Context: an optimization exercise on an open-source flow, tuned for small area, a short achievable clock period and few clock cycles per item. The choices shown serve that exercise and are no tape-out recipe. RTL that was checked went through simulation tests only; none was proved equivalent to the original. Power and IR drop assume default switching activity.

## lane 1
Design mul_unit, start of the top module:
module mul_unit (
    input  wire        clk,
    input  wire        rst,         
    input  wire        in_valid,
    output wire        in_ready,
    input  wire [31:0] a,
    input  wire [31:0] b,
    input  wire [31:0] c,
    input  wire [5:0]  shift,
    input  wire        signed_op,
    input  wire        trunc,
    output reg         out_valid,
    output reg  [63:0] r,
    output reg         ovf32
);
For scale: roughly 3,600 cells after synthesis, about 39,000 µm² of cells after synthesis.
export LEC_CHECK = 0
export CAP_MARGIN = 20
export CORE_MARGIN = 2
export CORE_UTILIZATION = 40
export CTS_CLUSTER_DIAMETER = 70
export CTS_CLUSTER_SIZE = 36
export SLEW_MARGIN = 20
export SYNTH_HIERARCHICAL = 1
create_clock -name core_clock -period 19.0 [get_ports {clk}]
standard.sh (not shown) runs the stock make flow with config.mk's settings and CLKGATE_MAP_FILE= SYNTH_SCRIPT=/design/flow/synth_recipe.tcl, a recipe that flattens the netlist after the stock synthesis.
==> flow/flow/run.sh <==
#!/bin/bash
set -euo pipefail
MARGIN=$(cat flow/margin.txt)
bash standard.sh synth > synth.log 2>&1
RESULTS=orfs/results/${FLOW_PLATFORM}/mul_unit/base openroad -no_init -exit flow/downsize.tcl > downsize.log 2>&1
touch orfs/results/${FLOW_PLATFORM}/mul_unit/base/1_synth.sdc
bash standard.sh SETUP_SLACK_MARGIN=$MARGIN "BUFFER_PORTS_ARGS=-buffer_cell sky130_fd_sc_hd__buf_1" finish > layout.log 2>&1
==> flow/flow/downsize.tcl <==
# Resize every combinational cell of the synthesized netlist to the smallest
# drive strength of its kind (registers and their cell types stay as
# synthesis made them); the layout's timing repair then sizes up only the
# cells its paths need.
set results $::env(RESULTS)
read_db $results/1_synth.odb
set db [ord::get_db]
set n 0
set before 0.0
set after 0.0
foreach inst [[ord::get_db_block] getInsts] {
  set m [$inst getMaster]
  set name [$m getName]
  if {![regexp {^(sky130_fd_sc_hd__[a-z0-9]+)_(\d+)$} $name -> base drive]} { continue }
  if {[regexp {df|dl|sdf|edf|conb|tap|fill|decap|clkbuf|clkinv|clkdly|dlygate|dlymetal|probe|lpflow} $base]} { continue }
  set best ""
  set bestw 1e9
  foreach d {1 0 2} {
    set cand [$db findMaster ${base}_$d]
    if {$cand eq "NULL" || $cand eq ""} { continue }
    if {[$cand getWidth] < $bestw} { set best $cand; set bestw [$cand getWidth] }
  }
  if {$best eq "" || [$best getName] eq $name} { continue }
  if {[$best getWidth] >= [$m getWidth]} { continue }
  if {[$inst swapMaster $best]} { incr n }
}
puts "downsized $n instances"
write_db $results/1_synth.odb
==> flow/flow/margin.txt <==
14.15
Lane 1 completed every stage of the flow, and the final layout passed the timing, DRC and antenna checks.
Input-level comparison between lane 2 and lane 1:
==> flow/flow/margin.txt <==
14.0
Notes after the runs:
Lane 2 completed every stage of the flow, and the final layout passed the timing, DRC and antenna checks. Delta (lane 2 minus lane 1): worst setup slack after placement dropped 0.046 ns, number of global-route vias before repair dropped 0.57%, fraction of power consumed by combinational cells climbed 0.5 points, global-route usage barely changed, number of detailed-route iterations in the first pass dropped 2. A first element of the critical path of r[27] is what lane 2 shows, while r[57] belongs to lane 1.
Relative to lane 2, the following input files were edited for lane 3:
==> flow/flow/run.sh <==
#!/bin/bash
set -euo pipefail
MARGIN=$(cat flow/margin.txt)
CTS="-sink_clustering_enable -repair_clock_nets -sink_clustering_size 36 -sink_clustering_max_diameter 70 -wire_unit 10"
bash standard.sh synth > synth.log 2>&1
RESULTS=orfs/results/${FLOW_PLATFORM}/mul_unit/base openroad -no_init -exit flow/downsize.tcl > downsize.log 2>&1
touch orfs/results/${FLOW_PLATFORM}/mul_unit/base/1_synth.sdc
bash standard.sh SETUP_SLACK_MARGIN=$MARGIN "BUFFER_PORTS_ARGS=-buffer_cell sky130_fd_sc_hd__buf_1" "CTS_ARGS=$CTS" finish > layout.log 2>&1
==> flow/flow/margin.txt <==
14.12
Findings:
- Higher overall via count from detail_route among lane 3 and lane 2: lane 2
- Re clock group share of total power: lane 3 and lane 2 aren't equal, and the lower value belongs to lane 2.
- Lane 3 and lane 2 ended up with nearly the same peak per-stage delay on the critical path.
- The sequential power was comparable across lane 3 and lane 2.
- From lane 2 to lane 3 the numbers moved as follows: final weighted congestion in routability-driven placement up 0.34%; clock power increased 5.3%; fraction of standard cell area in multi-input logic went down.
- First-pass GRT wire length down 960 µm in lane 3 wrt lane 2
- Lane 3 vs lane 2, final critical-path required period went down by 0.084 ns.
- The final critical-path share of the clock period in lane 3 sits 0.44 points below the value recorded for lane 2.
Function was not checked in any run of this note: the RTL went through the layout flow alone.


the baseline:
mul_unit, a different RTL version from the one above (not shown whole).
Size in the first run: roughly 170 I/O pins, ~39000 um2 of cells after synthesis.
// mul_unit
module mul_unit (
    input  wire        clk,
    input  wire        rst,         
    input  wire        in_valid,
    output wire        in_ready,
    input  wire [31:0] a,
    input  wire [31:0] b,
    input  wire [31:0] c,
    input  wire [5:0]  shift,
    input  wire        signed_op,
    input  wire        trunc,
    output reg         out_valid,
    output reg  [63:0] r,
    output reg         ovf32
);
==> flow/config.mk <==
export PLATFORM = sky130hd
export DESIGN_NAME = mul_unit
export DESIGN_NICKNAME = mul_unit
export VERILOG_FILES = /design/flow/design.v
export SDC_FILE = /design/flow/constraint.sdc
export NUM_CORES = 4
export LEC_CHECK = 0
export CAP_MARGIN = 20
export CORE_MARGIN = 2
export CORE_UTILIZATION = 55
export SLEW_MARGIN = 20
export SYNTH_HIERARCHICAL = 1
==> flow/constraint.sdc <==
create_clock -name core_clock -period 19.0 [get_ports {clk}]
set_input_delay 3.8000 -clock core_clock [delete_from_list [all_inputs] [get_ports {clk}]]
set_output_delay 3.8000 -clock core_clock [all_outputs]
set_load 0.01 [all_outputs]
==> flow/flow/run.sh <==
#!/bin/bash
set -euo pipefail
MARGIN=$(cat flow/margin.txt)
bash standard.sh synth > synth.log 2>&1
RESULTS=orfs/results/${FLOW_PLATFORM}/mul_unit/base openroad -no_init -exit flow/downsize.tcl > downsize.log 2>&1
touch orfs/results/${FLOW_PLATFORM}/mul_unit/base/1_synth.sdc
bash standard.sh SETUP_SLACK_MARGIN=$MARGIN finish > layout.log 2>&1
==> flow/flow/margin.txt <==
13.7
Scripts as last shown in full above: flow/flow/downsize.tcl
Testbench counts of the baseline, summed over its fixed seeds: cycles 16,032, ops 16,000.
Relative to the baseline, the following input files were edited for the candidate:
- a change of CORE_UTILIZATION from 55 to 40
==> flow/flow/margin.txt <==
14.3
==> results.txt <==
- The baseline went all the way through the flow, and no timing, DRC or antenna check failed.
- The final layout from the candidate, which completed every stage, passed the timing, DRC and antenna checks at the end of the flow.
- The baseline vs the candidate, origin of the worst setup path: r[48] vs ovf32
- In the candidate the number of global-route vias before repair turned out 1688 lower than in the baseline.
- Diff the baseline -> the candidate: cell count climbed 367; final critical delay including setup and external delays dropped 0.34 ns; register-to-register slack climbed 0.31 ns; power dropped 0.64%.

static timing again, ports no longer ideal:
How much do the figures lean on ideal ports? The routed layouts below were timed once more, with nothing changed but the port constraints. Step 1 sets driving cells, clkbuf_16 on the clock port and buf_2 on the other inputs (assumed; they add their load-dependent delay and slew). Step 2 times the ports against the registers' clock, not the clock port: input delays grow and output delays shrink by t, the midpoint of the rising clock arrivals with the driver on. Three values: ideal, step 1, step 2; two values: the first two.
run	t, ns	setup WS [ns]	worst setup path after step 2	slew at the worst register clock pin (ns)
lane 1	0.712	14.072 / 13.999 / 14.316	register to register	0.12 / 0.12
lane 2	0.702	14.050 / 13.974 / 14.184	register to register	0.12 / 0.12
lane 3	0.663	14.133 / 14.054 / 14.249	register to register	0.12 / 0.12
the baseline	0.679	13.741 / 13.673 / 14.059	register to register	0.07 / 0.07
the candidate	0.717	14.078 / 14.005 / 14.125	input to register	0.08 / 0.08
After both steps every run listed still meets setup and hold.
